Context: an optimization exercise on an open-source flow, tuned for small area, a short achievable clock period and few clock cycles per item. The choices shown serve that exercise and are no tape-out recipe.
In this exercise RTL edits were held to simulation tests only and were not proved equivalent to the original.

`flow/run.sh`:
```
#!/bin/bash
bash standard.sh "BUFFER_PORTS_ARGS=-buffer_cell sky130_fd_sc_hd__buf_1" SETUP_SLACK_MARGIN=8.25 finish > flow_make.log 2>&1
```
`standard.sh`:
```
#!/bin/bash
# synth_recipe.tcl (not shown) runs the flow's synth.tcl, then flattens the netlist and writes it again
# the make line also repeats each setting of config.mk as NAME=value (left out here)
make -C /OpenROAD-flow-scripts/flow DESIGN_CONFIG=/design/flow/config.mk WORK_HOME=/design/flow/orfs CLKGATE_MAP_FILE= SYNTH_SCRIPT=/design/flow/synth_recipe.tcl "${@:-finish}"
```
`config.mk`:
```
export PLATFORM = sky130hd
export DESIGN_NAME = bcc_block
export DESIGN_NICKNAME = bcc_block
export VERILOG_FILES = /design/flow/design.v
export SDC_FILE = /design/flow/constraint.sdc
export NUM_CORES = 4
export LEC_CHECK = 0
export CAP_MARGIN = 20
export CORE_MARGIN = 2
export CORE_UTILIZATION = 65
export CTS_BUF_LIST = sky130_fd_sc_hd__clkbuf_4 sky130_fd_sc_hd__clkbuf_8
export SLEW_MARGIN = 20
```
`constraint.sdc`:
```
create_clock -name core_clock -period 12.0 [get_ports {clk}]
set_input_delay 2.4000 -clock core_clock [delete_from_list [all_inputs] [get_ports {clk}]]
set_output_delay 2.4000 -clock core_clock [all_outputs]
set_load 0.01 [all_outputs]
```
`design.v`:
```
module bcc_block (
  input  wire         clk,
  input  wire         rst,           
  input  wire         in_valid,
  output wire         in_ready,
  input  wire         in_decrypt,    
  input  wire [4:0]   in_keylen,     
  input  wire [127:0] in_key,
  input  wire [63:0]  in_block,
  output wire         out_valid,
  input  wire         out_ready,
  output wire [63:0]  out_block
);
  function [7:0] add8(input [7:0] a, input [7:0] c);
    integer k;
    reg cy;
    begin
      cy = 1'b0;
      for (k = 0; k < 8; k = k + 1) begin
        add8[k] = a[k] ^ c[k] ^ cy;
        cy = (a[k] & c[k]) | (cy & (a[k] | c[k]));
      end
    end
  endfunction
  reg        v0;
  reg [63:0] x0;
  reg        d0;
  reg [63:0] k0;
  reg        v1;
  reg [63:0] x1;
  reg        d1;
  reg [63:0] k1;
  reg        v2;
  reg [63:0] x2;
  reg        d2;
  reg [63:0] k2;
  reg        v3;
  reg [63:0] x3;
  reg        d3;
  reg [63:0] k3;
  reg        v4;
  reg [63:0] x4;
  reg        d4;
  reg        v5;
  reg [63:0] x5;
  reg        sk_v;
  reg [63:0] sk;
  wire stall = sk_v;
  assign out_valid = v5;
  assign out_block = x5;
  assign in_ready  = ~sk_v;
  reg [63:0] ek;
  always @* begin
    ek[7:0] = in_key[7:0];
    case (in_keylen)
      5'd1: ek[15:8] = in_key[7:0];
      default: ek[15:8] = in_key[15:8];
    endcase
    case (in_keylen)
      5'd1, 5'd2: ek[23:16] = in_key[7:0];
      default: ek[23:16] = in_key[23:16];
    endcase
    case (in_keylen)
      5'd1, 5'd3: ek[31:24] = in_key[7:0];
      5'd2: ek[31:24] = in_key[15:8];
      default: ek[31:24] = in_key[31:24];
    endcase
    case (in_keylen)
      5'd1, 5'd2, 5'd4: ek[39:32] = in_key[7:0];
      5'd3: ek[39:32] = in_key[15:8];
      default: ek[39:32] = in_key[39:32];
    endcase
    case (in_keylen)
      5'd1, 5'd5: ek[47:40] = in_key[7:0];
      5'd2, 5'd4: ek[47:40] = in_key[15:8];
      5'd3: ek[47:40] = in_key[23:16];
      default: ek[47:40] = in_key[47:40];
    endcase
    case (in_keylen)
      5'd1, 5'd2, 5'd3, 5'd6: ek[55:48] = in_key[7:0];
      5'd5: ek[55:48] = in_key[15:8];
      5'd4: ek[55:48] = in_key[23:16];
      default: ek[55:48] = in_key[55:48];
    endcase
    case (in_keylen)
      5'd1, 5'd7: ek[63:56] = in_key[7:0];
      5'd2, 5'd3, 5'd6: ek[63:56] = in_key[15:8];
      5'd5: ek[63:56] = in_key[23:16];
      5'd4: ek[63:56] = in_key[31:24];
      default: ek[63:56] = in_key[63:56];
    endcase
  end
  wire [63:0] kb;
  assign kb[7:0] = ek[7:0];
  assign kb[15:8] = ek[15:8] + 8'd1;
  assign kb[23:16] = ek[23:16] + 8'd4;
  assign kb[31:24] = ek[31:24] + 8'd9;
  assign kb[39:32] = ek[39:32] + 8'd16;
  assign kb[47:40] = ek[47:40] + 8'd25;
  assign kb[55:48] = ek[55:48] + 8'd36;
  assign kb[63:56] = ek[63:56] + 8'd49;
  always @(posedge clk) begin
    if (rst) v0 <= 1'b0;
    else if (~stall) v0 <= in_valid;
    if (~stall) begin
      d0 <= in_decrypt;
      x0 <= in_block;
      k0 <= kb;
    end
  end
  wire [63:0] w1;
  assign w1[7:0] = x0[7:0] ^ k0[7:0];
  assign w1[15:8] = x0[15:8] ^ k0[15:8];
  assign w1[23:16] = x0[23:16] ^ k0[23:16];
  assign w1[31:24] = x0[31:24] ^ k0[31:24];
  assign w1[39:32] = x0[39:32] ^ k0[39:32];
  assign w1[47:40] = x0[47:40] ^ k0[47:40];
  assign w1[55:48] = x0[55:48] ^ k0[55:48];
  assign w1[63:56] = x0[63:56] ^ k0[63:56];
  wire [63:0] w2;
  assign w2[7:0] = add8(w1[7:0], 8'd0);
  assign w2[15:8] = add8(w1[15:8], 8'd1);
  assign w2[23:16] = add8(w1[23:16], 8'd4);
  assign w2[31:24] = add8(w1[31:24], 8'd9);
  assign w2[39:32] = add8(w1[39:32], 8'd16);
  assign w2[47:40] = add8(w1[47:40], 8'd25);
  assign w2[55:48] = add8(w1[55:48], 8'd36);
  assign w2[63:56] = add8(w1[63:56], 8'd49);
  wire [7:0] y3 = w2[7:0];
  wire [7:0] r4 = {y3[6:0], y3[7:7]};
  wire [7:0] y5 = w2[15:8];
  wire [7:0] r6 = {y5[5:0], y5[7:6]};
  wire [7:0] y7 = w2[23:16];
  wire [7:0] r8 = {y7[4:0], y7[7:5]};
  wire [7:0] y9 = w2[31:24];
  wire [7:0] r10 = {y9[3:0], y9[7:4]};
  wire [7:0] y11 = w2[39:32];
  wire [7:0] r12 = {y11[2:0], y11[7:3]};
  wire [7:0] y13 = w2[47:40];
  wire [7:0] r14 = {y13[1:0], y13[7:2]};
  wire [7:0] y15 = w2[55:48];
  wire [7:0] r16 = {y15[0:0], y15[7:1]};
  wire [7:0] y17 = w2[63:56];
  wire [7:0] r18 = y17;
  wire [7:0] c19 = r4;
  wire [7:0] c20 = c19 ^ r6;
  wire [7:0] c21 = c20 ^ r8;
  wire [7:0] c22 = c21 ^ r10;
  wire [7:0] c23 = c22 ^ r12;
  wire [7:0] c24 = c23 ^ r14;
  wire [7:0] c25 = c24 ^ r16;
  wire [7:0] c26 = c25 ^ r18;
  wire [63:0] m27 = {c19, c21, c23, c25, c26, c24, c22, c20};
  wire [63:0] u28;
  wire [7:0] p29 = x0[63:56];
  assign u28[7:0] = {p29[0:0], p29[7:1]};
  wire [7:0] p30 = (x0[7:0] ^ x0[63:56]);
  assign u28[15:8] = {p30[1:0], p30[7:2]};
  wire [7:0] p31 = (x0[55:48] ^ x0[7:0]);
  assign u28[23:16] = {p31[2:0], p31[7:3]};
  wire [7:0] p32 = (x0[15:8] ^ x0[55:48]);
  assign u28[31:24] = {p32[3:0], p32[7:4]};
  wire [7:0] p33 = (x0[47:40] ^ x0[15:8]);
  assign u28[39:32] = {p33[4:0], p33[7:5]};
  wire [7:0] p34 = (x0[23:16] ^ x0[47:40]);
  assign u28[47:40] = {p34[5:0], p34[7:6]};
  wire [7:0] p35 = (x0[39:32] ^ x0[23:16]);
  assign u28[55:48] = {p35[6:0], p35[7:7]};
  wire [7:0] p36 = (x0[31:24] ^ x0[39:32]);
  assign u28[63:56] = p36;
  wire [63:0] w37;
  assign w37[7:0] = add8(u28[7:0], 8'd228);
  assign w37[15:8] = add8(u28[15:8], 8'd227);
  assign w37[23:16] = add8(u28[23:16], 8'd224);
  assign w37[31:24] = add8(u28[31:24], 8'd219);
  assign w37[39:32] = add8(u28[39:32], 8'd212);
  assign w37[47:40] = add8(u28[47:40], 8'd203);
  assign w37[55:48] = add8(u28[55:48], 8'd192);
  assign w37[63:56] = add8(u28[63:56], 8'd179);
  wire [63:0] x38 = d0 ? w37 : m27;
  wire [63:0] w39;
  assign w39[7:0] = add8(k0[7:0], (d0 ? 8'd4 : 8'd1));
  assign w39[15:8] = add8(k0[15:8], (d0 ? 8'd4 : 8'd1));
  assign w39[23:16] = add8(k0[23:16], (d0 ? 8'd4 : 8'd1));
  assign w39[31:24] = add8(k0[31:24], (d0 ? 8'd4 : 8'd1));
  assign w39[39:32] = add8(k0[39:32], (d0 ? 8'd4 : 8'd1));
  assign w39[47:40] = add8(k0[47:40], (d0 ? 8'd4 : 8'd1));
  assign w39[55:48] = add8(k0[55:48], (d0 ? 8'd4 : 8'd1));
  assign w39[63:56] = add8(k0[63:56], (d0 ? 8'd4 : 8'd1));
  wire [63:0] w40;
  assign w40[7:0] = x38[7:0] ^ w39[7:0];
  assign w40[15:8] = x38[15:8] ^ w39[15:8];
  assign w40[23:16] = x38[23:16] ^ w39[23:16];
  assign w40[31:24] = x38[31:24] ^ w39[31:24];
  assign w40[39:32] = x38[39:32] ^ w39[39:32];
  assign w40[47:40] = x38[47:40] ^ w39[47:40];
  assign w40[55:48] = x38[55:48] ^ w39[55:48];
  assign w40[63:56] = x38[63:56] ^ w39[63:56];
  always @(posedge clk) begin
    if (rst) v1 <= 1'b0;
    else if (~stall) v1 <= v0;
    if (~stall) begin
      d1 <= d0;
      x1 <= w40;
      k1 <= k0;
    end
  end
  wire [63:0] w41;
  assign w41[7:0] = add8(x1[7:0], 8'd7);
  assign w41[15:8] = add8(x1[15:8], 8'd8);
  assign w41[23:16] = add8(x1[23:16], 8'd11);
  assign w41[31:24] = add8(x1[31:24], 8'd16);
  assign w41[39:32] = add8(x1[39:32], 8'd23);
  assign w41[47:40] = add8(x1[47:40], 8'd32);
  assign w41[55:48] = add8(x1[55:48], 8'd43);
  assign w41[63:56] = add8(x1[63:56], 8'd56);
  wire [7:0] y42 = w41[7:0];
  wire [7:0] r43 = {y42[6:0], y42[7:7]};
  wire [7:0] y44 = w41[15:8];
  wire [7:0] r45 = {y44[5:0], y44[7:6]};
  wire [7:0] y46 = w41[23:16];
  wire [7:0] r47 = {y46[4:0], y46[7:5]};
  wire [7:0] y48 = w41[31:24];
  wire [7:0] r49 = {y48[3:0], y48[7:4]};
  wire [7:0] y50 = w41[39:32];
  wire [7:0] r51 = {y50[2:0], y50[7:3]};
  wire [7:0] y52 = w41[47:40];
  wire [7:0] r53 = {y52[1:0], y52[7:2]};
  wire [7:0] y54 = w41[55:48];
  wire [7:0] r55 = {y54[0:0], y54[7:1]};
  wire [7:0] y56 = w41[63:56];
  wire [7:0] r57 = y56;
  wire [7:0] c58 = r43;
  wire [7:0] c59 = c58 ^ r45;
  wire [7:0] c60 = c59 ^ r47;
  wire [7:0] c61 = c60 ^ r49;
  wire [7:0] c62 = c61 ^ r51;
  wire [7:0] c63 = c62 ^ r53;
  wire [7:0] c64 = c63 ^ r55;
  wire [7:0] c65 = c64 ^ r57;
  wire [63:0] m66 = {c58, c60, c62, c64, c65, c63, c61, c59};
  wire [63:0] u67;
  wire [7:0] p68 = x1[63:56];
  assign u67[7:0] = {p68[0:0], p68[7:1]};
  wire [7:0] p69 = (x1[7:0] ^ x1[63:56]);
  assign u67[15:8] = {p69[1:0], p69[7:2]};
  wire [7:0] p70 = (x1[55:48] ^ x1[7:0]);
  assign u67[23:16] = {p70[2:0], p70[7:3]};
  wire [7:0] p71 = (x1[15:8] ^ x1[55:48]);
  assign u67[31:24] = {p71[3:0], p71[7:4]};
  wire [7:0] p72 = (x1[47:40] ^ x1[15:8]);
  assign u67[39:32] = {p72[4:0], p72[7:5]};
  wire [7:0] p73 = (x1[23:16] ^ x1[47:40]);
  assign u67[47:40] = {p73[5:0], p73[7:6]};
  wire [7:0] p74 = (x1[39:32] ^ x1[23:16]);
  assign u67[55:48] = {p74[6:0], p74[7:7]};
  wire [7:0] p75 = (x1[31:24] ^ x1[39:32]);
  assign u67[63:56] = p75;
  wire [63:0] w76;
  assign w76[7:0] = add8(u67[7:0], 8'd235);
  assign w76[15:8] = add8(u67[15:8], 8'd234);
  assign w76[23:16] = add8(u67[23:16], 8'd231);
  assign w76[31:24] = add8(u67[31:24], 8'd226);
  assign w76[39:32] = add8(u67[39:32], 8'd219);
  assign w76[47:40] = add8(u67[47:40], 8'd210);
  assign w76[55:48] = add8(u67[55:48], 8'd199);
  assign w76[63:56] = add8(u67[63:56], 8'd186);
  wire [63:0] x77 = d1 ? w76 : m66;
  wire [63:0] w78;
  assign w78[7:0] = add8(k1[7:0], (d1 ? 8'd3 : 8'd2));
  assign w78[15:8] = add8(k1[15:8], (d1 ? 8'd3 : 8'd2));
  assign w78[23:16] = add8(k1[23:16], (d1 ? 8'd3 : 8'd2));
  assign w78[31:24] = add8(k1[31:24], (d1 ? 8'd3 : 8'd2));
  assign w78[39:32] = add8(k1[39:32], (d1 ? 8'd3 : 8'd2));
  assign w78[47:40] = add8(k1[47:40], (d1 ? 8'd3 : 8'd2));
  assign w78[55:48] = add8(k1[55:48], (d1 ? 8'd3 : 8'd2));
  assign w78[63:56] = add8(k1[63:56], (d1 ? 8'd3 : 8'd2));
  wire [63:0] w79;
  assign w79[7:0] = x77[7:0] ^ w78[7:0];
  assign w79[15:8] = x77[15:8] ^ w78[15:8];
  assign w79[23:16] = x77[23:16] ^ w78[23:16];
  assign w79[31:24] = x77[31:24] ^ w78[31:24];
  assign w79[39:32] = x77[39:32] ^ w78[39:32];
  assign w79[47:40] = x77[47:40] ^ w78[47:40];
  assign w79[55:48] = x77[55:48] ^ w78[55:48];
  assign w79[63:56] = x77[63:56] ^ w78[63:56];
  always @(posedge clk) begin
    if (rst) v2 <= 1'b0;
    else if (~stall) v2 <= v1;
    if (~stall) begin
      d2 <= d1;
      x2 <= w79;
      k2 <= k1;
    end
  end
  wire [63:0] w80;
  assign w80[7:0] = add8(x2[7:0], 8'd14);
  assign w80[15:8] = add8(x2[15:8], 8'd15);
  assign w80[23:16] = add8(x2[23:16], 8'd18);
  assign w80[31:24] = add8(x2[31:24], 8'd23);
  assign w80[39:32] = add8(x2[39:32], 8'd30);
  assign w80[47:40] = add8(x2[47:40], 8'd39);
  assign w80[55:48] = add8(x2[55:48], 8'd50);
  assign w80[63:56] = add8(x2[63:56], 8'd63);
  wire [7:0] y81 = w80[7:0];
  wire [7:0] r82 = {y81[6:0], y81[7:7]};
  wire [7:0] y83 = w80[15:8];
  wire [7:0] r84 = {y83[5:0], y83[7:6]};
  wire [7:0] y85 = w80[23:16];
  wire [7:0] r86 = {y85[4:0], y85[7:5]};
  wire [7:0] y87 = w80[31:24];
  wire [7:0] r88 = {y87[3:0], y87[7:4]};
  wire [7:0] y89 = w80[39:32];
  wire [7:0] r90 = {y89[2:0], y89[7:3]};
  wire [7:0] y91 = w80[47:40];
  wire [7:0] r92 = {y91[1:0], y91[7:2]};
  wire [7:0] y93 = w80[55:48];
  wire [7:0] r94 = {y93[0:0], y93[7:1]};
  wire [7:0] y95 = w80[63:56];
  wire [7:0] r96 = y95;
  wire [7:0] c97 = r82;
  wire [7:0] c98 = c97 ^ r84;
  wire [7:0] c99 = c98 ^ r86;
  wire [7:0] c100 = c99 ^ r88;
  wire [7:0] c101 = c100 ^ r90;
  wire [7:0] c102 = c101 ^ r92;
  wire [7:0] c103 = c102 ^ r94;
  wire [7:0] c104 = c103 ^ r96;
  wire [63:0] m105 = {c97, c99, c101, c103, c104, c102, c100, c98};
  wire [63:0] u106;
  wire [7:0] p107 = x2[63:56];
  assign u106[7:0] = {p107[0:0], p107[7:1]};
  wire [7:0] p108 = (x2[7:0] ^ x2[63:56]);
  assign u106[15:8] = {p108[1:0], p108[7:2]};
  wire [7:0] p109 = (x2[55:48] ^ x2[7:0]);
  assign u106[23:16] = {p109[2:0], p109[7:3]};
  wire [7:0] p110 = (x2[15:8] ^ x2[55:48]);
  assign u106[31:24] = {p110[3:0], p110[7:4]};
  wire [7:0] p111 = (x2[47:40] ^ x2[15:8]);
  assign u106[39:32] = {p111[4:0], p111[7:5]};
  wire [7:0] p112 = (x2[23:16] ^ x2[47:40]);
  assign u106[47:40] = {p112[5:0], p112[7:6]};
  wire [7:0] p113 = (x2[39:32] ^ x2[23:16]);
  assign u106[55:48] = {p113[6:0], p113[7:7]};
  wire [7:0] p114 = (x2[31:24] ^ x2[39:32]);
  assign u106[63:56] = p114;
  wire [63:0] w115;
  assign w115[7:0] = add8(u106[7:0], 8'd242);
  assign w115[15:8] = add8(u106[15:8], 8'd241);
  assign w115[23:16] = add8(u106[23:16], 8'd238);
  assign w115[31:24] = add8(u106[31:24], 8'd233);
  assign w115[39:32] = add8(u106[39:32], 8'd226);
  assign w115[47:40] = add8(u106[47:40], 8'd217);
  assign w115[55:48] = add8(u106[55:48], 8'd206);
  assign w115[63:56] = add8(u106[63:56], 8'd193);
  wire [63:0] x116 = d2 ? w115 : m105;
  wire [63:0] w117;
  assign w117[7:0] = add8(k2[7:0], (d2 ? 8'd2 : 8'd3));
  assign w117[15:8] = add8(k2[15:8], (d2 ? 8'd2 : 8'd3));
  assign w117[23:16] = add8(k2[23:16], (d2 ? 8'd2 : 8'd3));
  assign w117[31:24] = add8(k2[31:24], (d2 ? 8'd2 : 8'd3));
  assign w117[39:32] = add8(k2[39:32], (d2 ? 8'd2 : 8'd3));
  assign w117[47:40] = add8(k2[47:40], (d2 ? 8'd2 : 8'd3));
  assign w117[55:48] = add8(k2[55:48], (d2 ? 8'd2 : 8'd3));
  assign w117[63:56] = add8(k2[63:56], (d2 ? 8'd2 : 8'd3));
  wire [63:0] w118;
  assign w118[7:0] = x116[7:0] ^ w117[7:0];
  assign w118[15:8] = x116[15:8] ^ w117[15:8];
  assign w118[23:16] = x116[23:16] ^ w117[23:16];
  assign w118[31:24] = x116[31:24] ^ w117[31:24];
  assign w118[39:32] = x116[39:32] ^ w117[39:32];
  assign w118[47:40] = x116[47:40] ^ w117[47:40];
  assign w118[55:48] = x116[55:48] ^ w117[55:48];
  assign w118[63:56] = x116[63:56] ^ w117[63:56];
  always @(posedge clk) begin
    if (rst) v3 <= 1'b0;
    else if (~stall) v3 <= v2;
    if (~stall) begin
      d3 <= d2;
      x3 <= w118;
      k3 <= k2;
    end
  end
  wire [63:0] w119;
  assign w119[7:0] = add8(x3[7:0], 8'd21);
  assign w119[15:8] = add8(x3[15:8], 8'd22);
  assign w119[23:16] = add8(x3[23:16], 8'd25);
  assign w119[31:24] = add8(x3[31:24], 8'd30);
  assign w119[39:32] = add8(x3[39:32], 8'd37);
  assign w119[47:40] = add8(x3[47:40], 8'd46);
  assign w119[55:48] = add8(x3[55:48], 8'd57);
  assign w119[63:56] = add8(x3[63:56], 8'd70);
  wire [7:0] y120 = w119[7:0];
  wire [7:0] r121 = {y120[6:0], y120[7:7]};
  wire [7:0] y122 = w119[15:8];
  wire [7:0] r123 = {y122[5:0], y122[7:6]};
  wire [7:0] y124 = w119[23:16];
  wire [7:0] r125 = {y124[4:0], y124[7:5]};
  wire [7:0] y126 = w119[31:24];
  wire [7:0] r127 = {y126[3:0], y126[7:4]};
  wire [7:0] y128 = w119[39:32];
  wire [7:0] r129 = {y128[2:0], y128[7:3]};
  wire [7:0] y130 = w119[47:40];
  wire [7:0] r131 = {y130[1:0], y130[7:2]};
  wire [7:0] y132 = w119[55:48];
  wire [7:0] r133 = {y132[0:0], y132[7:1]};
  wire [7:0] y134 = w119[63:56];
  wire [7:0] r135 = y134;
  wire [7:0] c136 = r121;
  wire [7:0] c137 = c136 ^ r123;
  wire [7:0] c138 = c137 ^ r125;
  wire [7:0] c139 = c138 ^ r127;
  wire [7:0] c140 = c139 ^ r129;
  wire [7:0] c141 = c140 ^ r131;
  wire [7:0] c142 = c141 ^ r133;
  wire [7:0] c143 = c142 ^ r135;
  wire [63:0] m144 = {c136, c138, c140, c142, c143, c141, c139, c137};
  wire [63:0] w145;
  assign w145[7:0] = add8(k3[7:0], 8'd4);
  assign w145[15:8] = add8(k3[15:8], 8'd4);
  assign w145[23:16] = add8(k3[23:16], 8'd4);
  assign w145[31:24] = add8(k3[31:24], 8'd4);
  assign w145[39:32] = add8(k3[39:32], 8'd4);
  assign w145[47:40] = add8(k3[47:40], 8'd4);
  assign w145[55:48] = add8(k3[55:48], 8'd4);
  assign w145[63:56] = add8(k3[63:56], 8'd4);
  wire [63:0] w146;
  assign w146[7:0] = m144[7:0] ^ w145[7:0];
  assign w146[15:8] = m144[15:8] ^ w145[15:8];
  assign w146[23:16] = m144[23:16] ^ w145[23:16];
  assign w146[31:24] = m144[31:24] ^ w145[31:24];
  assign w146[39:32] = m144[39:32] ^ w145[39:32];
  assign w146[47:40] = m144[47:40] ^ w145[47:40];
  assign w146[55:48] = m144[55:48] ^ w145[55:48];
  assign w146[63:56] = m144[63:56] ^ w145[63:56];
  wire [63:0] u147;
  wire [7:0] p148 = x3[63:56];
  assign u147[7:0] = {p148[0:0], p148[7:1]};
  wire [7:0] p149 = (x3[7:0] ^ x3[63:56]);
  assign u147[15:8] = {p149[1:0], p149[7:2]};
  wire [7:0] p150 = (x3[55:48] ^ x3[7:0]);
  assign u147[23:16] = {p150[2:0], p150[7:3]};
  wire [7:0] p151 = (x3[15:8] ^ x3[55:48]);
  assign u147[31:24] = {p151[3:0], p151[7:4]};
  wire [7:0] p152 = (x3[47:40] ^ x3[15:8]);
  assign u147[39:32] = {p152[4:0], p152[7:5]};
  wire [7:0] p153 = (x3[23:16] ^ x3[47:40]);
  assign u147[47:40] = {p153[5:0], p153[7:6]};
  wire [7:0] p154 = (x3[39:32] ^ x3[23:16]);
  assign u147[55:48] = {p154[6:0], p154[7:7]};
  wire [7:0] p155 = (x3[31:24] ^ x3[39:32]);
  assign u147[63:56] = p155;
  wire [63:0] w156;
  assign w156[7:0] = add8(u147[7:0], 8'd249);
  assign w156[15:8] = add8(u147[15:8], 8'd248);
  assign w156[23:16] = add8(u147[23:16], 8'd245);
  assign w156[31:24] = add8(u147[31:24], 8'd240);
  assign w156[39:32] = add8(u147[39:32], 8'd233);
  assign w156[47:40] = add8(u147[47:40], 8'd224);
  assign w156[55:48] = add8(u147[55:48], 8'd213);
  assign w156[63:56] = add8(u147[63:56], 8'd200);
  wire [63:0] w157;
  assign w157[7:0] = add8(k3[7:0], 8'd1);
  assign w157[15:8] = add8(k3[15:8], 8'd1);
  assign w157[23:16] = add8(k3[23:16], 8'd1);
  assign w157[31:24] = add8(k3[31:24], 8'd1);
  assign w157[39:32] = add8(k3[39:32], 8'd1);
  assign w157[47:40] = add8(k3[47:40], 8'd1);
  assign w157[55:48] = add8(k3[55:48], 8'd1);
  assign w157[63:56] = add8(k3[63:56], 8'd1);
  wire [63:0] w158;
  assign w158[7:0] = w156[7:0] ^ w157[7:0];
  assign w158[15:8] = w156[15:8] ^ w157[15:8];
  assign w158[23:16] = w156[23:16] ^ w157[23:16];
  assign w158[31:24] = w156[31:24] ^ w157[31:24];
  assign w158[39:32] = w156[39:32] ^ w157[39:32];
  assign w158[47:40] = w156[47:40] ^ w157[47:40];
  assign w158[55:48] = w156[55:48] ^ w157[55:48];
  assign w158[63:56] = w156[63:56] ^ w157[63:56];
  wire [63:0] u159;
  wire [7:0] p160 = w158[63:56];
  assign u159[7:0] = {p160[0:0], p160[7:1]};
  wire [7:0] p161 = (w158[7:0] ^ w158[63:56]);
  assign u159[15:8] = {p161[1:0], p161[7:2]};
  wire [7:0] p162 = (w158[55:48] ^ w158[7:0]);
  assign u159[23:16] = {p162[2:0], p162[7:3]};
  wire [7:0] p163 = (w158[15:8] ^ w158[55:48]);
  assign u159[31:24] = {p163[3:0], p163[7:4]};
  wire [7:0] p164 = (w158[47:40] ^ w158[15:8]);
  assign u159[39:32] = {p164[4:0], p164[7:5]};
  wire [7:0] p165 = (w158[23:16] ^ w158[47:40]);
  assign u159[47:40] = {p165[5:0], p165[7:6]};
  wire [7:0] p166 = (w158[39:32] ^ w158[23:16]);
  assign u159[55:48] = {p166[6:0], p166[7:7]};
  wire [7:0] p167 = (w158[31:24] ^ w158[39:32]);
  assign u159[63:56] = p167;
  wire [63:0] w168;
  assign w168[7:0] = add8(u159[7:0], 8'd0);
  assign w168[15:8] = add8(u159[15:8], 8'd255);
  assign w168[23:16] = add8(u159[23:16], 8'd252);
  assign w168[31:24] = add8(u159[31:24], 8'd247);
  assign w168[39:32] = add8(u159[39:32], 8'd240);
  assign w168[47:40] = add8(u159[47:40], 8'd231);
  assign w168[55:48] = add8(u159[55:48], 8'd220);
  assign w168[63:56] = add8(u159[63:56], 8'd207);
  wire [63:0] w169;
  assign w169[7:0] = w168[7:0] ^ k3[7:0];
  assign w169[15:8] = w168[15:8] ^ k3[15:8];
  assign w169[23:16] = w168[23:16] ^ k3[23:16];
  assign w169[31:24] = w168[31:24] ^ k3[31:24];
  assign w169[39:32] = w168[39:32] ^ k3[39:32];
  assign w169[47:40] = w168[47:40] ^ k3[47:40];
  assign w169[55:48] = w168[55:48] ^ k3[55:48];
  assign w169[63:56] = w168[63:56] ^ k3[63:56];
  wire [63:0] x170 = d3 ? w169 : w146;
  always @(posedge clk) begin
    if (rst) v4 <= 1'b0;
    else if (~stall) v4 <= v3;
    if (~stall) begin
      d4 <= d3;
      x4 <= x170;
    end
  end
  wire [63:0] w171;
  assign w171[7:0] = add8(x4[7:0], 8'd28);
  assign w171[15:8] = add8(x4[15:8], 8'd29);
  assign w171[23:16] = add8(x4[23:16], 8'd32);
  assign w171[31:24] = add8(x4[31:24], 8'd37);
  assign w171[39:32] = add8(x4[39:32], 8'd44);
  assign w171[47:40] = add8(x4[47:40], 8'd53);
  assign w171[55:48] = add8(x4[55:48], 8'd64);
  assign w171[63:56] = add8(x4[63:56], 8'd77);
  wire [7:0] y172 = w171[7:0];
  wire [7:0] r173 = {y172[6:0], y172[7:7]};
  wire [7:0] y174 = w171[15:8];
  wire [7:0] r175 = {y174[5:0], y174[7:6]};
  wire [7:0] y176 = w171[23:16];
  wire [7:0] r177 = {y176[4:0], y176[7:5]};
  wire [7:0] y178 = w171[31:24];
  wire [7:0] r179 = {y178[3:0], y178[7:4]};
  wire [7:0] y180 = w171[39:32];
  wire [7:0] r181 = {y180[2:0], y180[7:3]};
  wire [7:0] y182 = w171[47:40];
  wire [7:0] r183 = {y182[1:0], y182[7:2]};
  wire [7:0] y184 = w171[55:48];
  wire [7:0] r185 = {y184[0:0], y184[7:1]};
  wire [7:0] y186 = w171[63:56];
  wire [7:0] r187 = y186;
  wire [7:0] c188 = r173;
  wire [7:0] c189 = c188 ^ r175;
  wire [7:0] c190 = c189 ^ r177;
  wire [7:0] c191 = c190 ^ r179;
  wire [7:0] c192 = c191 ^ r181;
  wire [7:0] c193 = c192 ^ r183;
  wire [7:0] c194 = c193 ^ r185;
  wire [7:0] c195 = c194 ^ r187;
  wire [63:0] m196 = {c188, c190, c192, c194, c195, c193, c191, c189};
  wire [63:0] x197 = d4 ? x4 : m196;
  always @(posedge clk) begin
    if (rst) begin
      v5   <= 1'b0;
      sk_v <= 1'b0;
    end else if (sk_v) begin
      if (out_ready) begin
        v5   <= 1'b1;
        sk_v <= 1'b0;
      end
    end else if (~v5 | out_ready) begin
      v5 <= v4;
    end else if (v4) begin
      sk_v <= 1'b1;
    end
    if (sk_v ? out_ready : (~v5 | out_ready))
      x5 <= sk_v ? sk : x197;
    if (~sk_v)
      sk <= x197;
  end
endmodule
```
==> results_dict.tcl, run 1 <==
set metrics [dict create \
    outcome "timing/DRC/antenna clean" \
    gp_congestion 1.09 \
    grt_pass1_wl_um 218000 \
    met3_length_um 13400 \
    dr_total_vias 32057 \
    whs_ps 452 \
    drt-total-wl_um 160000 \
    cp-start-kind "register" \
    wl_per_cell_um 30.7 \
    syn_nets 4631 \
    wl_met1_um 56000 \
    rsz0062_at_grt "true" \
    finalSetupViolations 0 \
    grt_max_degree 195 \
    ys_types 58 \
    period_minus_slack_ps 4350 \
    top_layer_used "met5" \
    core-area_um2 71400 \
    die_w_um 272 \
    die_h_um 272 \
    fin_setup_tns_ps 0 \
    drive_above_1_share_pct 14.7 \
    clock-sinks 716 \
    ys_top_cells_by_area "edfxtp_1 (41%), ha_1 (17%), xnor2_1 (13%), xor2_1 (7.1%), dfxtp_1 (3.0%)" \
    slew_headroom_pct 19.8 \
    yosys.area.top_type "edfxtp_1" \
    root_buffer "clkbuf_8" \
    ys_async_sr_fraction_pct 0 \
    initial_core_util_pct 65.5 \
    synth_compound_area_share_pct 4.52 \
    antenna_left 0 \
    crit_required_ps 12470 \
    first_global_vias 31279 \
    drv_cap 0 \
    slowest_delay_ps 540 \
    rows 98 \
    synth_top_flop_cell "edfxtp_1" \
    synthAdderAreaFrac_pct 17.0 \
    portBuffers 203 \
    max_freq_mhz 230 \
    netlist_instances 3798 \
    synth_mux_area_share_pct 2.98 \
    antenna_found_initial 5 \
    clk_pin_slew_worst_paths_ps 80 \
    ys_seq_elements 716 \
    synth_top_cell_area_share_pct 41.5 \
    synth.avg_cell_area_um2 12.3 \
    fin_crit_sh_pct 36.2 \
    first_iter_violations 3804 \
    cpMaxStageDelayCell "xnor2_1" \
    crit_chain "ha_1 -> ha_1 -> ha_1 -> ha_1 -> ha_1 -> ha_1 -> xnor2_1 -> xnor2_1 -> ha_2 -> ha_4 -> inv_2 -> ha_4 -> ha_4 -> inv_2 -> ha_4 -> ha_4 -> xnor2_4 -> xnor2_2 -> xnor2_1 -> a21oi_1" \
    place_area_um2 48700 \
    gr-total-overflow 0 \
    synth_warnings 1 \
    holdCritPathClass "register to register" \
    h-tree-depth 3 \
    worst_slew_pin_slew_ps 1190 \
    final-hold-violation-count 0 \
    drc 0 \
    cts_buffers 112 \
    fin_skew_ps 68.9 \
    insertion_delay_ps 780 \
    dpl.hpwl_um 121000 \
    wl_met2_um 73100 \
    cp_common_cell "ha_1" \
    synth_top_family_by_area "XOR/XNOR gates" \
    synth-simple-area-share_pct 3.47 \
    fin_area_um2 53900 \
    io_pins 268 \
    yosysSeqAreaShare_pct 44.5 \
    crit_family "adder cells" \
    die_area_um2 74000 \
    layout.nets 5013 \
    worstPathArrival_ps 4810 \
    synthToLayoutAreaGrowth_pct 15.5 \
    reg2reg_slack_ps 7650 \
    setup_ws_ps 7650 \
    clk_path_buf_depth 3 \
    synth_edf_count 645 \
    worst-path-buf-inv 2 \
    cp_max_fo 3 \
    first_pass_iters 8 \
    synthXorXnorAreaFrac_pct 24.1 \
    drv_slew 0 \
    grt_usage_pct 42.2 \
    dp_slack_ps 6900 \
    postCtsHoldBufs 0 \
    endpoint_kind "register" \
    via_per_inst 6.14 \
    worst-setup-path-type "register to register" \
    syn_area_um2 46700 \
    cts_tree "yes" \
]
-- layout by cell type, fill, tap and decap left out, types with 15 or more instances in the layout --
cell type / Yosys / routed
edfxtp_1: 645 / 645
xnor2_1: 671 / 612
ha_1: 623 / 585
xor2_1: 379 / 354
inv_1: 308 / 293
nand2_1: 231 / 224
buf_1: 15 / 194
o21ai_0: 196 / 172
buf_4: 3 / 147
mux2i_1: 129 / 127
clkbuf_8: 0 / 118
nor2_1: 95 / 90
a21oi_1: 82 / 76
dfxtp_1: 71 / 69
xnor2_2: 3 / 49
xnor3_1: 58 / 40
clkbuf_4: 0 / 32
ha_4: 0 / 29
o21ai_1: 11 / 28
xor2_2: 4 / 24
xnor3_2: 1 / 19
clkinv_1: 1 / 16
xor3_1: 25 / 15
clkinv_2: 0 / 15
-- timing repair --
action                     in CTS  in global routing
buffers inserted               69                 73
pin swaps                      67                 70
setup endpoints to repair     132                 97
cloned                          4                  5
resized for setup             190                111
-- layout make-up --
class | instances | area (µm²)
repair inverters | 4 | 42.5
multi-input cells | 2663 | 26000
inverters | 311 | 1200
repair buffers | 372 | 2300
fillers | 4518 | 17400
diodes | 3 | 7.51
flip-flops and latches | 716 | 20800
clock buffers | 148 | 1850
well taps | 950 | 1190
clock inverters | 51 | 513
-- cells by family (layout without fill, tap and decap cells) --
| logic type | Yosys count | after routing |
|---|---|---|
| AO/OA/AOI/OAI | 367 | 367 |
| XOR/XNOR | 1141 | 1141 |
| adder cells (fa/ha/maj) | 631 | 631 |
| buffers and inverters | 419 | 886 |
| flip-flops | 716 | 716 |
| multiplexers | 138 | 138 |
| other | 0 | 3 |
| AND/OR/NAND/NOR | 386 | 386 |
-- final timing paths --
check              startpoint          endpoint  depth (start not counted)
max          k3[40]$_DFFE_PN_  x4[47]$_DFFE_PN_                         20
min          k1[57]$_DFFE_PN_  k2[57]$_DFFE_PN_                          0
max reg2reg  k3[40]$_DFFE_PN_  x4[47]$_DFFE_PN_                         20
min reg2reg  k1[57]$_DFFE_PN_  k2[57]$_DFFE_PN_                          0
-- layer usage --
layer | global-route usage [%] | up-vias
met2 | 67.2 | 2034
met1 | 50.4 | 15491
li1 | - | 13896
met3 | 6.49 | 634
met4 | 36.5 | 2
met5 | 0 | -
-- stage by stage --
| step | cells | utilization [%] |
|---|---|---|
| 2_1_floorplan | 3798 | - |
| 3_3_place_gp | 4864 | 68.3 |
| 3_5_place_dp | 4864 | 68.3 |
| 4_1_cts | 5136 | 73.9 |
| 5_1_grt | 5217 | 75.6 |
| 6_report | 5218 | 75.6 |
-- synth_stat cells, types with 13 or more instances --
cell type,instances
o21ai_0,196
dfxtp_1,71
inv_1,308
xnor3_1,58
xor3_1,25
nand2_1,231
clkbuf_1,77
ha_1,623
xnor2_1,671
buf_1,15
nor2_1,95
a221o_1,13
xor2_1,379
edfxtp_1,645
mux2i_1,129
a21oi_1,82
a22oi_1,16
Testbench counts, summed over its fixed seeds: cycles 1,648, items 1,600.
==> run 2: changes to the inputs <==
==> flow/run.sh (replaced) <==
#!/bin/bash
bash standard.sh "BUFFER_PORTS_ARGS=-buffer_cell sky130_fd_sc_hd__buf_1" SETUP_SLACK_MARGIN=8.1 finish > flow_make.log 2>&1
==> results_dict.tcl, run 2 <==
set metrics [dict create \
    outcome "timing/DRC/antenna clean" \
    place_inst 4865 \
    worst-setup-path-type "register to register" \
    dp_slack_ps 6860 \
    layout.nets 4959 \
    drc 0 \
    die_h_um 272 \
    initial_core_util_pct 65.5 \
    via_per_inst 6.13 \
    cts_buffers 113 \
    whs_ps 447 \
    stdcell_count 5174 \
    period_minus_slack_ps 4400 \
    holdCritPathClass "register to register" \
    drv_cap 0 \
    h-tree-depth 3 \
    finalSetupViolations 0 \
    clk_path_buf_depth 3 \
    synth_warnings 1 \
    insertion_delay_ps 750 \
    ys_seq_elements 716 \
    synth_top_flop_cell "edfxtp_1" \
    fin_setup_tns_ps 0 \
    grt_usage_pct 42.3 \
    first_global_vias 31236 \
    core-area_um2 71400 \
    postCtsHoldBufs 0 \
    gr-total-overflow 0 \
    ys_async_sr_fraction_pct 0 \
    synth_top_cell_area_share_pct 41.5 \
    fin_util_pct 74.6 \
    syn_nets 4631 \
    portBuffers 203 \
    die_area_um2 74000 \
    yosysSeqAreaShare_pct 44.5 \
    yosysMostFrequentCell "xnor2_1" \
    final_cell_mix "edfxtp_1 (645), xnor2_1 (619), ha_1 (583)" \
    fin_crit_sh_pct 36.7 \
    drive_above_1_share_pct 12.6 \
    fill_cells 4665 \
    clock-sinks 716 \
    layout_commonest_cell "edfxtp_1" \
    setup_ws_ps 7600 \
    cts_tree "yes" \
    grt_pass1_wl_um 218000 \
    root_buffer "clkbuf_8" \
    synth.avg_cell_area_um2 12.3 \
    rows 98 \
    max_freq_mhz 227 \
    cp_max_fo 2 \
    drt-total-wl_um 159000 \
    io_pins 268 \
    wl_per_cell_um 30.6 \
    grt_max_degree 106 \
    cp-start-kind "register" \
    synth_commonest_cells "xnor2_1 (671), edfxtp_1 (645), ha_1 (623), xor2_1 (379), inv_1 (308)" \
    fin_skew_ps 49.1 \
    place_area_um2 48700 \
    drv_slew 0 \
    worstPathArrival_ps 4830 \
    multiInputGateArea_um2 25800 \
    rsz0062_at_grt "true" \
    clk_pin_slew_worst_paths_ps 70 \
    netlist_instances 3798 \
    synth_edf_count 645 \
    synthToLayoutAreaGrowth_pct 14.0 \
    fin_area_um2 53200 \
    syn_area_um2 46700 \
    crit_required_ps 12420 \
    antenna_left 0 \
    yosys.area.top_type "edfxtp_1" \
    dpl.hpwl_um 122000 \
    first_pass_iters 7 \
    endpoint_kind "register" \
    gp_congestion 1.03 \
    final-hold-violation-count 0 \
    antenna_found_initial 6 \
    regArea_um2 20800 \
    ys_types 58 \
    dr_total_vias 31729 \
    ys_top_cells_by_area "edfxtp_1 (41%), ha_1 (17%), xnor2_1 (13%), xor2_1 (7.1%), dfxtp_1 (3.0%)" \
    first_iter_violations 3663 \
    die_w_um 272 \
    worst_slew_pin_slew_ps 1210 \
    slew_headroom_pct 18.2 \
]
[run 2: cells by family after synthesis]
logic type	Yosys count	share of synthesized area (%)
fa+ha+maj	631	17.0
compound gates	367	4.52
mux	138	2.98
buf+inv	419	3.43
xor+xnor	1141	24.1
flops	716	44.5
simple gates	386	3.47
[run 2: what timing repair did]
action | CTS | global route
gates cloned | 3 | 5
setup buffers | 42 | 46
endpoints found under the setup margin | 169 | 69
gates resized for setup | 112 | 131
pin swaps | 51 | 57
[run 2: layer usage]
layer  global-route usage (%)  vias to the layer above  wire (µm)
met5                        0                        -         67
met4                     31.7                        8      14800
met3                     8.32                      598      13800
met2                     68.8                     1883      74200
met1                     50.2                    15436      55700
li1                         -                    13804          -
[run 2: worst paths after layout]
check,endpoint,start,cells after the start,slack [ps]
max reg2reg,x4[47]$_DFFE_PN_,x3[51]$_DFFE_PN_,26,7600
min reg2reg,k3[33]$_DFFE_PN_,k2[33]$_DFFE_PN_,0,450
min,k3[33]$_DFFE_PN_,k2[33]$_DFFE_PN_,0,450
max,x4[47]$_DFFE_PN_,x3[51]$_DFFE_PN_,26,7600
[run 2: area by class of cell]
| type | count | share of cell area [%] |
|---|---|---|
| multi-input cells | 2663 | 48.4 |
| flip-flops and latches | 716 | 39.0 |
| clock buffers | 147 | 3.52 |
| repair buffers | 318 | 3.41 |
| inverters | 311 | 2.24 |
| well taps | 950 | 2.23 |
| clock inverters | 63 | 1.06 |
| repair inverters | 3 | 0.0493 |
| diodes | 3 | 0.0141 |
[run 2: worst max-delay path, cell delays in order, from the launching register on]
cell and delay, ps:
edfxtp_1 500, xor2_4 290, ha_2 220, inv_2 40, ha_4 150, inv_4 50, ha_4 120, inv_2 40
ha_4 150, ha_4 150, ha_4 150, xor2_2 150, xnor2_2 150, xnor2_2 210, xnor2_1 110, ha_2 230
ha_4 170, inv_4 60, ha_4 130, ha_4 130, inv_4 40, ha_4 150, ha_4 150, xnor2_2 130
xnor2_1 170, xnor2_1 140, a21oi_1 80
==> run 3: changes to the inputs <==
--- a/design.v
+++ b/design.v
@@ -179,14 +179,14 @@
   assign w37[63:56] = add8(u28[63:56], 8'd179);
   wire [63:0] x38 = d0 ? w37 : m27;
   wire [63:0] w39;
-  assign w39[7:0] = add8(k0[7:0], (d0 ? 8'd4 : 8'd1));
-  assign w39[15:8] = add8(k0[15:8], (d0 ? 8'd4 : 8'd1));
-  assign w39[23:16] = add8(k0[23:16], (d0 ? 8'd4 : 8'd1));
-  assign w39[31:24] = add8(k0[31:24], (d0 ? 8'd4 : 8'd1));
-  assign w39[39:32] = add8(k0[39:32], (d0 ? 8'd4 : 8'd1));
-  assign w39[47:40] = add8(k0[47:40], (d0 ? 8'd4 : 8'd1));
-  assign w39[55:48] = add8(k0[55:48], (d0 ? 8'd4 : 8'd1));
-  assign w39[63:56] = add8(k0[63:56], (d0 ? 8'd4 : 8'd1));
+  assign w39[7:0] = k0[7:0] + (d0 ? 8'd4 : 8'd1);
+  assign w39[15:8] = k0[15:8] + (d0 ? 8'd4 : 8'd1);
+  assign w39[23:16] = k0[23:16] + (d0 ? 8'd4 : 8'd1);
+  assign w39[31:24] = k0[31:24] + (d0 ? 8'd4 : 8'd1);
+  assign w39[39:32] = k0[39:32] + (d0 ? 8'd4 : 8'd1);
+  assign w39[47:40] = k0[47:40] + (d0 ? 8'd4 : 8'd1);
+  assign w39[55:48] = k0[55:48] + (d0 ? 8'd4 : 8'd1);
+  assign w39[63:56] = k0[63:56] + (d0 ? 8'd4 : 8'd1);
   wire [63:0] w40;
   assign w40[7:0] = x38[7:0] ^ w39[7:0];
   assign w40[15:8] = x38[15:8] ^ w39[15:8];
@@ -267,14 +267,14 @@
   assign w76[63:56] = add8(u67[63:56], 8'd186);
   wire [63:0] x77 = d1 ? w76 : m66;
   wire [63:0] w78;
-  assign w78[7:0] = add8(k1[7:0], (d1 ? 8'd3 : 8'd2));
-  assign w78[15:8] = add8(k1[15:8], (d1 ? 8'd3 : 8'd2));
-  assign w78[23:16] = add8(k1[23:16], (d1 ? 8'd3 : 8'd2));
-  assign w78[31:24] = add8(k1[31:24], (d1 ? 8'd3 : 8'd2));
-  assign w78[39:32] = add8(k1[39:32], (d1 ? 8'd3 : 8'd2));
-  assign w78[47:40] = add8(k1[47:40], (d1 ? 8'd3 : 8'd2));
-  assign w78[55:48] = add8(k1[55:48], (d1 ? 8'd3 : 8'd2));
-  assign w78[63:56] = add8(k1[63:56], (d1 ? 8'd3 : 8'd2));
+  assign w78[7:0] = k1[7:0] + (d1 ? 8'd3 : 8'd2);
+  assign w78[15:8] = k1[15:8] + (d1 ? 8'd3 : 8'd2);
+  assign w78[23:16] = k1[23:16] + (d1 ? 8'd3 : 8'd2);
+  assign w78[31:24] = k1[31:24] + (d1 ? 8'd3 : 8'd2);
+  assign w78[39:32] = k1[39:32] + (d1 ? 8'd3 : 8'd2);
+  assign w78[47:40] = k1[47:40] + (d1 ? 8'd3 : 8'd2);
+  assign w78[55:48] = k1[55:48] + (d1 ? 8'd3 : 8'd2);
+  assign w78[63:56] = k1[63:56] + (d1 ? 8'd3 : 8'd2);
   wire [63:0] w79;
   assign w79[7:0] = x77[7:0] ^ w78[7:0];
   assign w79[15:8] = x77[15:8] ^ w78[15:8];
@@ -355,14 +355,14 @@
   assign w115[63:56] = add8(u106[63:56], 8'd193);
   wire [63:0] x116 = d2 ? w115 : m105;
   wire [63:0] w117;
-  assign w117[7:0] = add8(k2[7:0], (d2 ? 8'd2 : 8'd3));
-  assign w117[15:8] = add8(k2[15:8], (d2 ? 8'd2 : 8'd3));
-  assign w117[23:16] = add8(k2[23:16], (d2 ? 8'd2 : 8'd3));
-  assign w117[31:24] = add8(k2[31:24], (d2 ? 8'd2 : 8'd3));
-  assign w117[39:32] = add8(k2[39:32], (d2 ? 8'd2 : 8'd3));
-  assign w117[47:40] = add8(k2[47:40], (d2 ? 8'd2 : 8'd3));
-  assign w117[55:48] = add8(k2[55:48], (d2 ? 8'd2 : 8'd3));
-  assign w117[63:56] = add8(k2[63:56], (d2 ? 8'd2 : 8'd3));
+  assign w117[7:0] = k2[7:0] + (d2 ? 8'd2 : 8'd3);
+  assign w117[15:8] = k2[15:8] + (d2 ? 8'd2 : 8'd3);
+  assign w117[23:16] = k2[23:16] + (d2 ? 8'd2 : 8'd3);
+  assign w117[31:24] = k2[31:24] + (d2 ? 8'd2 : 8'd3);
+  assign w117[39:32] = k2[39:32] + (d2 ? 8'd2 : 8'd3);
+  assign w117[47:40] = k2[47:40] + (d2 ? 8'd2 : 8'd3);
+  assign w117[55:48] = k2[55:48] + (d2 ? 8'd2 : 8'd3);
+  assign w117[63:56] = k2[63:56] + (d2 ? 8'd2 : 8'd3);
   wire [63:0] w118;
   assign w118[7:0] = x116[7:0] ^ w117[7:0];
   assign w118[15:8] = x116[15:8] ^ w117[15:8];
@@ -416,14 +416,14 @@
   wire [7:0] c143 = c142 ^ r135;
   wire [63:0] m144 = {c136, c138, c140, c142, c143, c141, c139, c137};
   wire [63:0] w145;
-  assign w145[7:0] = add8(k3[7:0], 8'd4);
-  assign w145[15:8] = add8(k3[15:8], 8'd4);
-  assign w145[23:16] = add8(k3[23:16], 8'd4);
-  assign w145[31:24] = add8(k3[31:24], 8'd4);
-  assign w145[39:32] = add8(k3[39:32], 8'd4);
-  assign w145[47:40] = add8(k3[47:40], 8'd4);
-  assign w145[55:48] = add8(k3[55:48], 8'd4);
-  assign w145[63:56] = add8(k3[63:56], 8'd4);
+  assign w145[7:0] = k3[7:0] + 8'd4;
+  assign w145[15:8] = k3[15:8] + 8'd4;
+  assign w145[23:16] = k3[23:16] + 8'd4;
+  assign w145[31:24] = k3[31:24] + 8'd4;
+  assign w145[39:32] = k3[39:32] + 8'd4;
+  assign w145[47:40] = k3[47:40] + 8'd4;
+  assign w145[55:48] = k3[55:48] + 8'd4;
+  assign w145[63:56] = k3[63:56] + 8'd4;
   wire [63:0] w146;
   assign w146[7:0] = m144[7:0] ^ w145[7:0];
   assign w146[15:8] = m144[15:8] ^ w145[15:8];
@@ -460,14 +460,14 @@
   assign w156[55:48] = add8(u147[55:48], 8'd213);
   assign w156[63:56] = add8(u147[63:56], 8'd200);
   wire [63:0] w157;
-  assign w157[7:0] = add8(k3[7:0], 8'd1);
-  assign w157[15:8] = add8(k3[15:8], 8'd1);
-  assign w157[23:16] = add8(k3[23:16], 8'd1);
-  assign w157[31:24] = add8(k3[31:24], 8'd1);
-  assign w157[39:32] = add8(k3[39:32], 8'd1);
-  assign w157[47:40] = add8(k3[47:40], 8'd1);
-  assign w157[55:48] = add8(k3[55:48], 8'd1);
-  assign w157[63:56] = add8(k3[63:56], 8'd1);
+  assign w157[7:0] = k3[7:0] + 8'd1;
+  assign w157[15:8] = k3[15:8] + 8'd1;
+  assign w157[23:16] = k3[23:16] + 8'd1;
+  assign w157[31:24] = k3[31:24] + 8'd1;
+  assign w157[39:32] = k3[39:32] + 8'd1;
+  assign w157[47:40] = k3[47:40] + 8'd1;
+  assign w157[55:48] = k3[55:48] + 8'd1;
+  assign w157[63:56] = k3[63:56] + 8'd1;
   wire [63:0] w158;
   assign w158[7:0] = w156[7:0] ^ w157[7:0];
   assign w158[15:8] = w156[15:8] ^ w157[15:8];
==> flow/run.sh (replaced) <==
#!/bin/bash
bash standard.sh "BUFFER_PORTS_ARGS=-buffer_cell sky130_fd_sc_hd__buf_1" SETUP_SLACK_MARGIN=8.25 finish > flow_make.log 2>&1
==> results_dict.tcl, run 3 <==
set metrics [dict create \
    outcome "timing/DRC/antenna clean" \
    clk_pin_slew_worst_paths_ps 70 \
    slowest_delay_ps 620 \
    worst-path-buf-inv 2 \
    layout_commonest_cell "xnor2_1" \
    synth_warnings 1 \
    clock-sinks 716 \
    drv_slew 0 \
    ys_types 57 \
    antenna_found_initial 4 \
    postCtsHoldBufs 0 \
    dpl.hpwl_um 119000 \
    gp_congestion 1.05 \
    synth.avg_cell_area_um2 11.6 \
    fill_cells 4740 \
    insertion_delay_ps 770 \
    rsz0062_at_grt "true" \
    period_minus_slack_ps 4190 \
    h-tree-depth 3 \
    r2r_start "x3[5]$_DFFE_PN_" \
    yosysMostFrequentCell "xnor2_1" \
    antenna_left 0 \
    cp-start-kind "register" \
    synth_top_cell_area_share_pct 41.2 \
    holdCritPathClass "register to register" \
    grt_usage_pct 40.7 \
    yosysSeqAreaShare_pct 44.3 \
    io_pins 268 \
    drv_cap 0 \
    grt_max_degree 191 \
    crit_chain "xnor2_1 -> ha_1 -> xnor2_1 -> xnor2_2 -> xnor2_1 -> ha_2 -> ha_2 -> inv_2 -> ha_4 -> inv_2 -> ha_4 -> ha_4 -> ha_4 -> xor2_1 -> xnor2_1 -> xnor2_1 -> nand2_1 -> o21ai_2" \
    root_buffer "clkbuf_8" \
    first_pass_iters 6 \
    rows 98 \
    cts_buffers 111 \
    die_w_um 273 \
    worstPathArrival_ps 4660 \
    fin_setup_tns_ps 0 \
    layout.nets 5080 \
    drc 0 \
    worst_slew_pin_slew_ps 1100 \
    drive_above_1_share_pct 14.9 \
    cp_common_cell "xnor2_1" \
    final_cell_mix "xnor2_1 (774), edfxtp_1 (645), ha_1 (397)" \
    synthToLayoutAreaGrowth_pct 16.1 \
    drt-total-wl_um 153000 \
    grt_pass1_wl_um 213000 \
    dr_total_vias 32487 \
    first_global_vias 32246 \
    endpoint_kind "register" \
    whs_ps 452 \
    synth_edf_count 645 \
    wl_per_cell_um 27.9 \
    slew_headroom_pct 26.8 \
    syn_nets 4699 \
    fin_area_um2 54600 \
    core-area_um2 71500 \
    cpMaxStageDelayCell "edfxtp_1" \
    place_area_um2 48800 \
    cp-startpoint "x3[5]$_DFFE_PN_" \
    crit_family "XOR/XNOR gates" \
    synth_commonest_cells "xnor2_1 (863), edfxtp_1 (645), ha_1 (455), xor2_1 (359), nand2_1 (322)" \
    worst-setup-path-type "register to register" \
    via_per_inst 5.94 \
    syn_area_um2 47000 \
    portBuffers 203 \
    max_freq_mhz 239 \
    ys_async_sr_fraction_pct 0 \
    die_h_um 273 \
    hold_start "sk[35]$_DFF_P_" \
    initial_core_util_pct 65.7 \
    first_iter_violations 3181 \
    clk_path_buf_depth 3 \
    netlist_instances 4042 \
    fin_crit_sh_pct 34.9 \
    die_area_um2 74400 \
    ys_top_cells_by_area "edfxtp_1 (41%), xnor2_1 (16%), ha_1 (12%), xor2_1 (6.7%), dfxtp_1 (3.0%)" \
    finalSetupViolations 0 \
    final-hold-violation-count 0 \
    crit_required_ps 12480 \
    fin_skew_ps 42.8 \
    cts_tree "yes" \
    ys_seq_elements 716 \
    gr-total-overflow 0 \
    yosys.area.top_type "edfxtp_1" \
    synth_top_flop_cell "edfxtp_1" \
    cp_max_fo 3 \
]
[run 3: changes by cell type after synthesis, moves of 10 or more]
cell and delta:
xnor2_1 +192, inv_1 -14, nand4_1 +10, nor2_1 +47, o21ai_0 +33, nor3_1 +12
nand3_1 +55, xor2_1 -20, nand2_1 +91, ha_1 -168, o2111ai_1 +15
[run 3: per-layer routing]
metal  global-route usage, %  routed length (µm)  up-vias
met5                       0                   0        -
met4                    42.0               19300        0
met3                    6.84                9820      705
met2                    69.1               73900     1699
met1                    41.5               49500    15391
li1                        -                   -    14692
[run 3: cell type report]
cell class,count,area [µm²],area share [%]
well taps,950,1190,2.18
inverters,299,1150,2.11
flip-flops and latches,716,20800,38.1
repair inverters,2,17.5,0.0321
clock inverters,54,523,0.959
multi-input cells,2921,26700,49.0
clock buffers,152,1890,3.47
repair buffers,372,2270,4.16
diodes,4,10.0,0.0183
[run 3: cells by family (layout without fill, tap and decap cells)]
| kind of cell | Yosys count | after routing | synth area share, % |
|---|---|---|---|
| AO/OA/AOI/OAI | 418 | 418 | 5.19 |
| XOR/XNOR | 1306 | 1306 | 26.8 |
| adder cells (fa/ha/maj) | 455 | 455 | 12.1 |
| buffers and inverters | 405 | 879 | 3.25 |
| flip-flops | 716 | 716 | 44.3 |
| multiplexers | 134 | 134 | 2.88 |
| other | 0 | 4 | 0 |
| AND/OR/NAND/NOR | 608 | 608 | 5.47 |
[run 3: tightest hold or removal path, cell delays in order (launching register included)]
cell and delay [ps]:
dfxtp_1 320, nand2_1 50, nand2_1 60
[run 3: timing repair]
item | in CTS | in global routing
gates cloned | 3 | 5
pin swaps | 79 | 93
buffers inserted | 83 | 60
gates resized for setup | 267 | 142
endpoints found under the setup margin | 144 | 96
[run 3: path summary, 6_finish.rpt]
path,endpoint,cells past startpoint,slack (ps)
max,x4[31]$_DFFE_PN_,18,7810
min,sk[35]$_DFF_P_,2,450
max reg2reg,x4[31]$_DFFE_PN_,18,7810
min reg2reg,sk[35]$_DFF_P_,2,450
[run 3: per-stage QoR]
step           setup slack, ps  util, %  std cells
6_report                  7810     76.3       5470
3_5_place_dp              6790     68.3       5109
5_1_grt                   7680     76.3       5469
3_3_place_gp              6820     68.3       5109
4_1_cts                   7810     74.6       5401
2_1_floorplan             7520        -       4042
Testbench counts of run 3, summed over its fixed seeds: cycles 1,648, items 1,600.

[separate check: timing with driven ports]
No port has a modelled driver above. Below, the same layouts with a new extraction and two added sets of constraints.
Step 1, drivers: a clkbuf_16 drives clk and a buf_2 each remaining input, both assumed.
Step 2, shift: input delay + t, output delay - t, t = (earliest + latest rising clock arrival at the registers) / 2. This alone moves slack from input paths to output paths.
a / b / c = no drivers / after step 1 / after step 2; a / b = the first two.
| run | t, ns | slack for setup (ns) | hold WS [ns] |
|---|---|---|---|
| run 1 | 0.817 | 7.655 / 7.655 / 7.285 | 0.452 / 0.452 / 0.452 |
| run 2 | 0.808 | 7.596 / 7.596 / 7.288 | 0.447 / 0.447 / 0.447 |
| run 3 | 0.824 | 7.812 / 7.812 / 7.326 | 0.452 / 0.452 / 0.452 |
After both steps setup and hold are still met in every run listed. The setup slack of run 3, which loses most, moves by 0.000 ns with the drivers and by -0.486 ns with both steps.
